This is an optimization exercise on Yosys and OpenROAD, whose aim is small area, a short achievable clock period and few clock cycles, not a production implementation. At most, simulation tests tie the RTL to the original design; equivalence was not proved. Power is estimated from default activity; no workload was simulated.

== run 1 ==
## ddp_core
module ddp_core (
    input  wire         clk,
    input  wire         rst,           
    input  wire         cmd_valid,
    output wire         cmd_ready,
    input  wire [7:0]   cmd_op,
    input  wire [111:0] cmd_data,
    input  wire [15:0]  cmd_len,
    input  wire         cmd_txfail,    
    input  wire [63:0]  cmd_now_sec,   
    input  wire [29:0]  cmd_now_nanos,
    output reg          rsp_valid,
    output reg  [2:0]   rsp_status,
    output reg  [111:0] rsp_data,
    output reg  [15:0]  rsp_len,
    output reg          rsp_mism
);
For scale: about 2,100 cells after synthesis, ~230 flip-flops, about 370 I/O pins, ~0.016 sq mm of cells after synthesis.
make LEC_CHECK=0 CAP_MARGIN=20 CORE_MARGIN=2 CORE_UTILIZATION=40 PLACE_DENSITY=0.6 SLEW_MARGIN=20 finish   # period 10.0 ns
run.sh (not shown) runs the stock make flow with config.mk's settings and CLKGATE_MAP_FILE= SYNTH_SCRIPT=/design/flow/synth_recipe.tcl, a recipe that flattens the netlist after the stock synthesis.
Testbench counts of run 1, summed over its fixed seeds: cycles 10,484.
Inputs modified between run 1 and run 2:
# run 1
export LEC_CHECK = 0
export CAP_MARGIN = 20
export CORE_MARGIN = 2
export CORE_UTILIZATION = 40
export PLACE_DENSITY = 0.6
export SLEW_MARGIN = 20
create_clock -name core_clock -period 10.0 [get_ports {clk}]
# run 2
export LEC_CHECK = 0
export CAP_MARGIN = 20
export CORE_MARGIN = 2
export CORE_UTILIZATION = 40
export PLACE_DENSITY = 0.6
export SETUP_SLACK_MARGIN = 5
export SLEW_MARGIN = 20
create_clock -name core_clock -period 10.0 [get_ports {clk}]
Results
The worst clock skew of run 2 is higher than that of run 1. Run 2 vs run 1 — detailed-route via count rose 324. Comparing run 2 and run 1, met1 global-route usage is lower on run 1. Run 2 vs run 1 — global-route met2 utilization rose 2.1 points. The core box area of run 1 and that of run 2 are within noise of each other. Looking at run 2 and run 1, the clock power is a wash. Run 2: wire length per cell about 0.8% above run 1. In run 2 the initial antenna violation count turned out 3 lower than in run 1. Compared with run 1, in run 2 combinational power share picked up an extra 1.5 points, growth of design area from synthesis to finish picked up an extra 8.9 points.
> inputs changed (run 2 -> run 3)
# run 2
export LEC_CHECK = 0
export CAP_MARGIN = 20
export CORE_MARGIN = 2
export CORE_UTILIZATION = 40
export PLACE_DENSITY = 0.6
export SETUP_SLACK_MARGIN = 5
export SLEW_MARGIN = 20
create_clock -name core_clock -period 10.0 [get_ports {clk}]
# run 3
export LEC_CHECK = 0
export CAP_MARGIN = 20
export CORE_MARGIN = 2
export CORE_UTILIZATION = 40
export PLACE_DENSITY = 0.6
export SLEW_MARGIN = 20
create_clock -name core_clock -period 10.0 [get_ports {clk}]
==> flow/flow/run.sh (new file) <==
#!/bin/bash
# The standard layout, with a tighter setup target for timing repair
# (the constraints are unchanged) and the smallest buffer on the ports.
bash standard.sh SETUP_SLACK_MARGIN=7 "BUFFER_PORTS_ARGS=-buffer_cell sky130_fd_sc_hd__buf_1" finish > standard.log 2>&1
==> flow/standard.sh (new file) <==
#!/bin/bash
# synth_recipe.tcl (not shown) runs the flow's synth.tcl, then flattens the netlist and writes it again
# the make line also repeats each setting of config.mk as NAME=value (left out here)
make -C /OpenROAD-flow-scripts/flow DESIGN_CONFIG=/design/flow/config.mk WORK_HOME=/design/flow/orfs CLKGATE_MAP_FILE= SYNTH_SCRIPT=/design/flow/synth_recipe.tcl "${@:-finish}"
removed: flow/run.sh
--- outcome ---
Run 3: done, clean on timing, DRC and antenna
Power: run 3 > run 2
Compared with run 2, in run 3 global-route wire length before repair picked up an extra 8.3%, utilization after layout picked up an extra 12 points, first-iteration DRC count picked up an extra 647.
Compare run 2 and run 3 | worst setup slack higher: run 2
Run 3 ended up with a higher vias after detailed routing than run 2 did.
Compared with run 2, run 3 ends up with a larger final cell area.
On run 3: clock-buffer cell count is 5.9% lower than what run 2 gave.
Run 3 — number of inverters outside the clock class in the layout 1 higher, run 2 as reference


## build 2
ddp_core, a different RTL version from the one above (not shown whole).
For scale: ~2300 cells after synthesis, ~370 flip-flops, about 20000 um^2 of cells after synthesis.
==> flow/config.mk <==
export PLATFORM = sky130hd
export DESIGN_NAME = ddp_core
export DESIGN_NICKNAME = ddp_core
export VERILOG_FILES = /design/flow/design.v
export SDC_FILE = /design/flow/constraint.sdc
export NUM_CORES = 4
export LEC_CHECK = 0
export CAP_MARGIN = 10
export CORE_MARGIN = 2
export CORE_UTILIZATION = 55
export PLACE_DENSITY = 0.72
export SLEW_MARGIN = 10
==> flow/constraint.sdc <==
create_clock -name core_clock -period 10.0 [get_ports {clk}]
set_input_delay 2.0000 -clock core_clock [delete_from_list [all_inputs] [get_ports {clk}]]
set_output_delay 2.0000 -clock core_clock [all_outputs]
set_load 0.01 [all_outputs]
standard.sh (not shown) runs the stock make flow with config.mk's settings and CLKGATE_MAP_FILE= SYNTH_SCRIPT=/design/flow/synth_recipe.tcl, a recipe that flattens the netlist after the stock synthesis.
==> flow/flow/run.sh <==
#!/bin/bash
# The standard layout, with a tighter setup target for timing repair
# (the constraints are unchanged) and the smallest buffer on the ports.
bash standard.sh SETUP_SLACK_MARGIN=6.8 "BUFFER_PORTS_ARGS=-buffer_cell sky130_fd_sc_hd__buf_1" finish > standard.log 2>&1
Build 2: PASS, flow complete, no timing, DRC or antenna violations
Testbench counts of build 2, summed over its fixed seeds: cycles 10,492.
--- input diff build 2..build 51 ---
- changing CORE_UTILIZATION from 55 to 50
- changing PLACE_DENSITY from 0.72 to 0.65
==> flow/flow/run.sh <==
#!/bin/bash
# The standard layout, with a tighter setup target for timing repair
# (the constraints are unchanged) and the smallest buffer on the ports.
bash standard.sh SETUP_SLACK_MARGIN=6.9 "BUFFER_PORTS_ARGS=-buffer_cell sky130_fd_sc_hd__buf_1" finish > standard.log 2>&1
==> comparison <==
- Run comparison: build 2 class of the most critical setup path reg2reg; build 51 class of the most critical setup path reg2out
- When build 51 is measured against build 2, its sum of met3 wire segment lengths after detailed routing turns out 8.4% lower.
- Build 51 vs. build 2: final worst setup slack +10 ps; overall overflow remaining after global route saw little to no change; register-to-register slack increased 150 ps.
- Against build 2, build 51 comes in 3.4 points lower on total routing usage reported by global routing.
- Delta(row count, build 51 - build 2) > 0
- | cell leakage power | build 51 vs build 2 | about 7% higher |
- Diff build 2 -> build 51 | via count | down slightly
- The run showing the smaller overall power of the completed layout is build 2.
- When the final numbers for build 2 and build 51 were put side by side, the clock period minus worst slack turned out to be greater in build 2.
Changes in build 64 relative to build 51:
- TNS_END_PERCENT newly set to 50
==> flow/flow/run.sh <==
#!/bin/bash
# The standard layout, with a tighter setup target for timing repair
# (the constraints are unchanged) and the smallest buffer on the ports.
bash standard.sh SETUP_SLACK_MARGIN=6.8 "BUFFER_PORTS_ARGS=-buffer_cell sky130_fd_sc_hd__buf_1" finish > standard.log 2>&1
==> results.txt <==
- Each of the runs, namely build 51 and build 64, reached the end of the flow and came out clean.
- Setup WNS build 51 -> build 64: worse
- Gate count after technology mapping essentially unchanged between build 64 and build 51.
- Lower routed length on met2 among build 51 and build 64: build 64
- Compared with build 51, in build 64 clock period minus final worst setup slack picked up an extra 58 ps; number of standard cells in the layout, taps in and fillers out moved down.
### build 64 -> build 26
- clearing TNS_END_PERCENT, which used to be 50
- putting CTS_BUF_LIST at sky130_fd_sc_hd__clkbuf_4 sky130_fd_sc_hd__clkbuf_8 where nothing was set
==> flow/flow/run.sh <==
#!/bin/bash
# The standard layout, with a tighter setup target for timing repair
# (the constraints are unchanged) and the smallest buffer on the ports.
bash standard.sh SETUP_SLACK_MARGIN=7.0 "BUFFER_PORTS_ARGS=-buffer_cell sky130_fd_sc_hd__buf_1" finish > standard.log 2>&1
## What came out
- Build 26: done, clean on timing, DRC and antenna
- Any difference in hold slack between build 26 and build 64 is small enough to ignore.
- Diff build 26..build 64 | power in sequential cells | negligible
- Number of standard cells in the layout, taps in and fillers out (build 26 over build 64): increase, 5.4%
- Run comparison: build 64 critical path launch point rsp_data[100]; build 26 critical path launch point rsp_len[1]
- Side by side, post-synthesis to final-layout area growth turned out higher in build 26 than in build 64.
- Delta (build 26 minus build 64): final cell utilization of the core higher; power increased 2.0%.
Input changes introduced in build 25 (baseline for comparison: build 26):
- changing CAP_MARGIN from 10 to 5
- removing CTS_BUF_LIST (formerly sky130_fd_sc_hd__clkbuf_4 sky130_fd_sc_hd__clkbuf_8)
- changing SLEW_MARGIN from 10 to 5
==> flow/flow/run.sh <==
#!/bin/bash
# The standard layout, with a tighter setup target for timing repair
# (the constraints are unchanged) and the smallest buffer on the ports.
bash standard.sh SETUP_SLACK_MARGIN=6.8 "BUFFER_PORTS_ARGS=-buffer_cell sky130_fd_sc_hd__buf_1" finish > standard.log 2>&1
[summary]
Routed wire length of build 25 falls short of that of build 26 by a few percent. When build 25 is set beside build 26, its fmax turns out to be about 1.3% larger. Compared with build 26, in build 25 post-detailed-route via-to-cell ratio roughly the same, switching part of the total power dropped 0.60 points. Looking at shortest clock period the worst path allows after layout across build 26 and build 25, the one that comes out lower is build 25. Re critical path depth: build 25 is 11 up on build 26. Sort build 26 and build 25 by register area asc -> top: build 25. Re number of antenna-violating nets in the routed design: no difference whatsoever between build 26 and build 25. The core of build 25 is less densely filled than that of build 26.
diff inputs: build 25 => build 40
- SLEW_MARGIN changed from 5 to 10
- TNS_END_PERCENT newly set to 50
- CAP_MARGIN changed from 5 to 10
- GPL_ROUTABILITY_DRIVEN newly set to 0
==> results.txt <==
- The clock group share of total power of build 40 exceeds that of build 25 by 2.0 points.
- Build 40 vs. build 25: final critical-path setup slack moved down, core utilization went down.
- Global-route usage over all layers: build 40 vs build 25 down 1.5 points
- The lower non-clock buffer count of build 40 and build 25 is in build 40.
- Diff build 25 -> build 40: leakage power figure decreased about 0.8%, required time at the endpoint of the critical path went down by 2400 ps.


## run A
ddp_core again, from the RTL that the note above started with.
Settings: LEC_CHECK=0, CAP_MARGIN=10, CORE_MARGIN=2, CORE_UTILIZATION=50, GPL_ROUTABILITY_DRIVEN=0, PLACE_DENSITY=0.65, SLEW_MARGIN=10; clock period 10.0 ns.
==> flow/flow/run.sh <==
#!/bin/bash
# The standard layout, with a tighter setup target for timing repair
# (the constraints are unchanged) and the smallest buffer on the ports.
bash standard.sh SETUP_SLACK_MARGIN=6.8 "BUFFER_PORTS_ARGS=-buffer_cell sky130_fd_sc_hd__buf_1" finish > standard.log 2>&1
Run A: flow completed, timing, DRC and antenna clean
Testbench counts of run A, summed over its fixed seeds: cycles 10,492.
The inputs of run B differ from those of run A as listed below.
- a deleted GPL_ROUTABILITY_DRIVEN that had been 0
- an added CTS_BUF_LIST of sky130_fd_sc_hd__clkbuf_4 sky130_fd_sc_hd__clkbuf_8
Notes after the runs:
- Cmp run B and run A / number of buffers other than clock buffers in the final layout / lower: run A
- For the global-route met3 utilization, run B came in 0.68 points lower than run A did.
- The lower total power of run B and run A is in run A.
- Run B: number of antenna violations at the first check in global routing 3 below run A
- Against run A, run B comes in 0.13 ns lower on slew at the pin with the worst max-slew slack.
- In the reports for run B and run A, the larger relative area of non-clock buffer cells in the final design belongs to run B.
- Summary of run B over run A: critical path data arrival time +0.09 ns; via count has increased; routed wire length went up; fmax fell by 2.6%.
Input changes introduced in run C (baseline for comparison: run B):
- clearing CTS_BUF_LIST, which used to be sky130_fd_sc_hd__clkbuf_4 sky130_fd_sc_hd__clkbuf_8
--- outcome ---
Run C finished end to end and its layout was clean on timing, DRC and antenna.
Delta (run C minus run B): sequential share of layout area increased by 0.58 points relative to the old numbers; wire length shows a reduction of about 1.5%.
Top fanout value on the critical path (higher): run C
The register-to-register slack was comparable across run C and run B.
Run C packs its core looser than run B.
Against run B, run C reports a power that is lower.


ddp_core, a different RTL version from the one above (not shown whole).
Size in the first run: about 2,300 cells after synthesis, ~370 flip-flops, ~370 I/O pins, about 0.020 mm2 of cells after synthesis.
## ddp_core
module ddp_core (
    input  wire         clk,
    input  wire         rst,           
    input  wire         cmd_valid,
    output wire         cmd_ready,
    input  wire [7:0]   cmd_op,
    input  wire [111:0] cmd_data,
    input  wire [15:0]  cmd_len,
    input  wire         cmd_txfail,    
    input  wire [63:0]  cmd_now_sec,   
    input  wire [29:0]  cmd_now_nanos,
    output reg          rsp_valid,
    output reg  [2:0]   rsp_status,
    output reg  [111:0] rsp_data,
    output reg  [15:0]  rsp_len,
    output reg          rsp_mism
);
    localparam [7:0] OP_FLAGS_ENC = 8'h10, OP_FLAGS_DEC = 8'h11,
                     OP_PF_ENC    = 8'h12, OP_PF_DEC    = 8'h13,
                     OP_HDR_SER   = 8'h14, OP_HDR_PARSE = 8'h15,
                     OP_PKT_PARSE = 8'h16,
                     OP_TX_CONFIG = 8'h20, OP_TX_SETDEST = 8'h21,
                     OP_TX_SETOFF = 8'h22, OP_TX_TCON    = 8'h23,
                     OP_TX_TCOFF  = 8'h24, OP_TX_WRITE   = 8'h25,
                     OP_TX_WRITEAT = 8'h26,
                     OP_TC_INSTANT = 8'h40, OP_TC_DELAY  = 8'h41;
    localparam [2:0] ST_OK = 3'd0, ST_MALFORMED = 3'd1, ST_TOO_LARGE = 3'd2,
                     ST_RESERVED = 3'd3, ST_TRANSPORT = 3'd4, ST_ILLEGAL = 3'd5;
  ...
clock: 10.0 ns
lec_check: 0
cap_margin: 20
core_margin: 2
core_utilization: 50
cts_buf_list: sky130_fd_sc_hd__clkbuf_4 sky130_fd_sc_hd__clkbuf_8
place_density: 0.65
slew_margin: 20
==> flow/flow/run.sh <==
#!/bin/bash
# The standard layout, with a tighter setup target for timing repair
# (the constraints are unchanged) and the smallest buffer on the ports.
bash standard.sh SETUP_SLACK_MARGIN=7.1 "BUFFER_PORTS_ARGS=-buffer_cell sky130_fd_sc_hd__buf_1" finish > standard.log 2>&1
Testbench counts at the start, summed over its fixed seeds: cycles 10,492.
==> next run, changes <==
==> flow/flow/run.sh (replaced) <==
#!/bin/bash
# The standard layout, with a tighter setup target for timing repair
# (the constraints are unchanged) and the smallest buffer on the ports.
bash standard.sh SETUP_SLACK_MARGIN=6.8 "BUFFER_PORTS_ARGS=-buffer_cell sky130_fd_sc_hd__buf_1" finish > standard.log 2>&1
CORE_UTILIZATION = 40   (was 50)
CTS_BUF_LIST = unset   (was sky130_fd_sc_hd__clkbuf_4 sky130_fd_sc_hd__clkbuf_8)
PLACE_DENSITY = 0.6   (was 0.65)
- synthesized area does not change
- clock power falls by a few percent
- global-route usage fell by 8.6 points
- routed wire length fell by a few percent
- final area shrinks by roughly a tenth
- setup slack degrades by 0.12 ns
- via count is lower by a few percent
==> next run, changes <==
CORE_UTILIZATION = 50   (was 40)
CTS_BUF_LIST = sky130_fd_sc_hd__clkbuf_4 sky130_fd_sc_hd__clkbuf_8   (was unset)
PLACE_DENSITY = 0.65   (was 0.6)
Result: Worst hold slack is about the same; area after synthesis stays the same; cell area rises slightly; total power fell slightly; worst setup slack gets better by 0.12 ns; die area drops by about a fifth; via count increases by a few percent; cell count fell by a few percent.
==> next run, changes <==
CAP_MARGIN = 10   (was 20)
SLEW_MARGIN = 10   (was 20)
The changed run finished with timing, DRC and antenna clean.
Global-route usage hardly moves.
Final cell count is lower by 0.61%.
Via count is about the same.


ddp_core, a different RTL version from the one above (not shown whole).
Size in the first run: about 360 flip-flops, ~370 I/O pins, ~20000 um^2 of cells after synthesis.
==> flow/design.v (excerpt) <==
module ddp_core (
    input  wire         clk,
    input  wire         rst,           
    input  wire         cmd_valid,
    output wire         cmd_ready,
    input  wire [7:0]   cmd_op,
    input  wire [111:0] cmd_data,
    input  wire [15:0]  cmd_len,
    input  wire         cmd_txfail,    
    input  wire [63:0]  cmd_now_sec,   
    input  wire [29:0]  cmd_now_nanos,
    output reg          rsp_valid,
    output reg  [2:0]   rsp_status,
    output reg  [111:0] rsp_data,
    output reg  [15:0]  rsp_len,
    output reg          rsp_mism
);
==> flow/config.mk <==
export PLATFORM = sky130hd
export DESIGN_NAME = ddp_core
export DESIGN_NICKNAME = ddp_core
export VERILOG_FILES = /design/flow/design.v
export SDC_FILE = /design/flow/constraint.sdc
export NUM_CORES = 4
export LEC_CHECK = 0
export CAP_MARGIN = 20
export CORE_MARGIN = 2
export CORE_UTILIZATION = 40
export PLACE_DENSITY = 0.6
export SLEW_MARGIN = 20
==> flow/constraint.sdc <==
create_clock -name core_clock -period 10.0 [get_ports {clk}]
set_input_delay 2.0000 -clock core_clock [delete_from_list [all_inputs] [get_ports {clk}]]
set_output_delay 2.0000 -clock core_clock [all_outputs]
set_load 0.01 [all_outputs]
==> flow/flow/run.sh <==
#!/bin/bash
# The standard layout, with a tighter setup target for timing repair
# (the constraints are unchanged) and the smallest buffer on the ports.
bash standard.sh SETUP_SLACK_MARGIN=6.5 "BUFFER_PORTS_ARGS=-buffer_cell sky130_fd_sc_hd__buf_1" finish > standard.log 2>&1
The starting point finished clean.
Edit:
==> flow/flow/run.sh (replaced) <==
#!/bin/bash
# The standard layout, with a tighter setup target for timing repair
# (the constraints are unchanged) and the smallest buffer on the ports.
bash standard.sh SETUP_SLACK_MARGIN=6.8 "BUFFER_PORTS_ARGS=-buffer_cell sky130_fd_sc_hd__buf_1" finish > standard.log 2>&1
The new run finished clean.
Routed wire length is higher by about 1.3%.
Combinational power grows by about 2%.
Total power is higher by 2.0%.
Worst hold slack got worse by 0.0058 ns.
Design area climbs by 2.6%.
Area after synthesis is unchanged.
Setup slack gets better by 0.14 ns.
Clock-buffer cell count is unchanged.
Function was not checked in any run of this note: the RTL went through the layout flow alone.

==> separate check: timing with driven ports <==
How much do the figures lean on ideal ports? The routed layouts below were timed once more, with nothing changed but the port constraints.
Step 1: set_driving_cell puts a clkbuf_16 on clk and a buf_2 on each other input, an assumption about the parent block.
Step 2 moves the port delays by t, midway between the first and last clock arrival at a register: inputs arrive t later, outputs are due t later. That takes back most of the time a late clock gives input paths.
Slacks: no drivers / after step 1 / after step 2; pairs: no drivers / after step 1.
run	shift t [ns]	slack for setup (ns)	pins driven straight from the clock port
run 1	0.625	2.714 / 2.744 / 2.119	1
run 2	0.640	5.015 / 5.014 / 4.374	1
run 3	0.636	4.852 / 4.889 / 4.253	1
build 2	0.621	6.787 / 6.749 / 6.252	1
build 51	0.621	6.797 / 6.741 / 6.302	1
build 64	0.617	6.740 / 6.681 / 6.310	1
build 26	0.690	6.720 / 6.665 / 6.376	1
build 25	0.629	6.762 / 6.742 / 6.312	1
build 40	0.621	6.745 / 6.687 / 6.286	1
run A	0.631	6.799 / 6.742 / 6.280	1
run B	0.727	6.712 / 6.657 / 6.243	1
run C	0.629	6.775 / 6.745 / 6.309	1
the first run of note 4	0.745	6.703 / 6.650 / 6.373	1
the second run of note 4	0.627	6.580 / 6.580 / 6.244	1
the third run of note 4	0.726	6.698 / 6.665 / 6.243	1
the fourth run of note 4	0.724	6.696 / 6.653 / 6.165	1
the first run of note 5	0.639	6.138 / 6.138 / 6.138	1
the second run of note 5	0.641	6.278 / 6.278 / 6.278	1
After both steps every run listed still meets setup and hold. The setup slack of run 2, which loses most, moves by -0.001 ns with the drivers and by -0.641 ns with both steps.
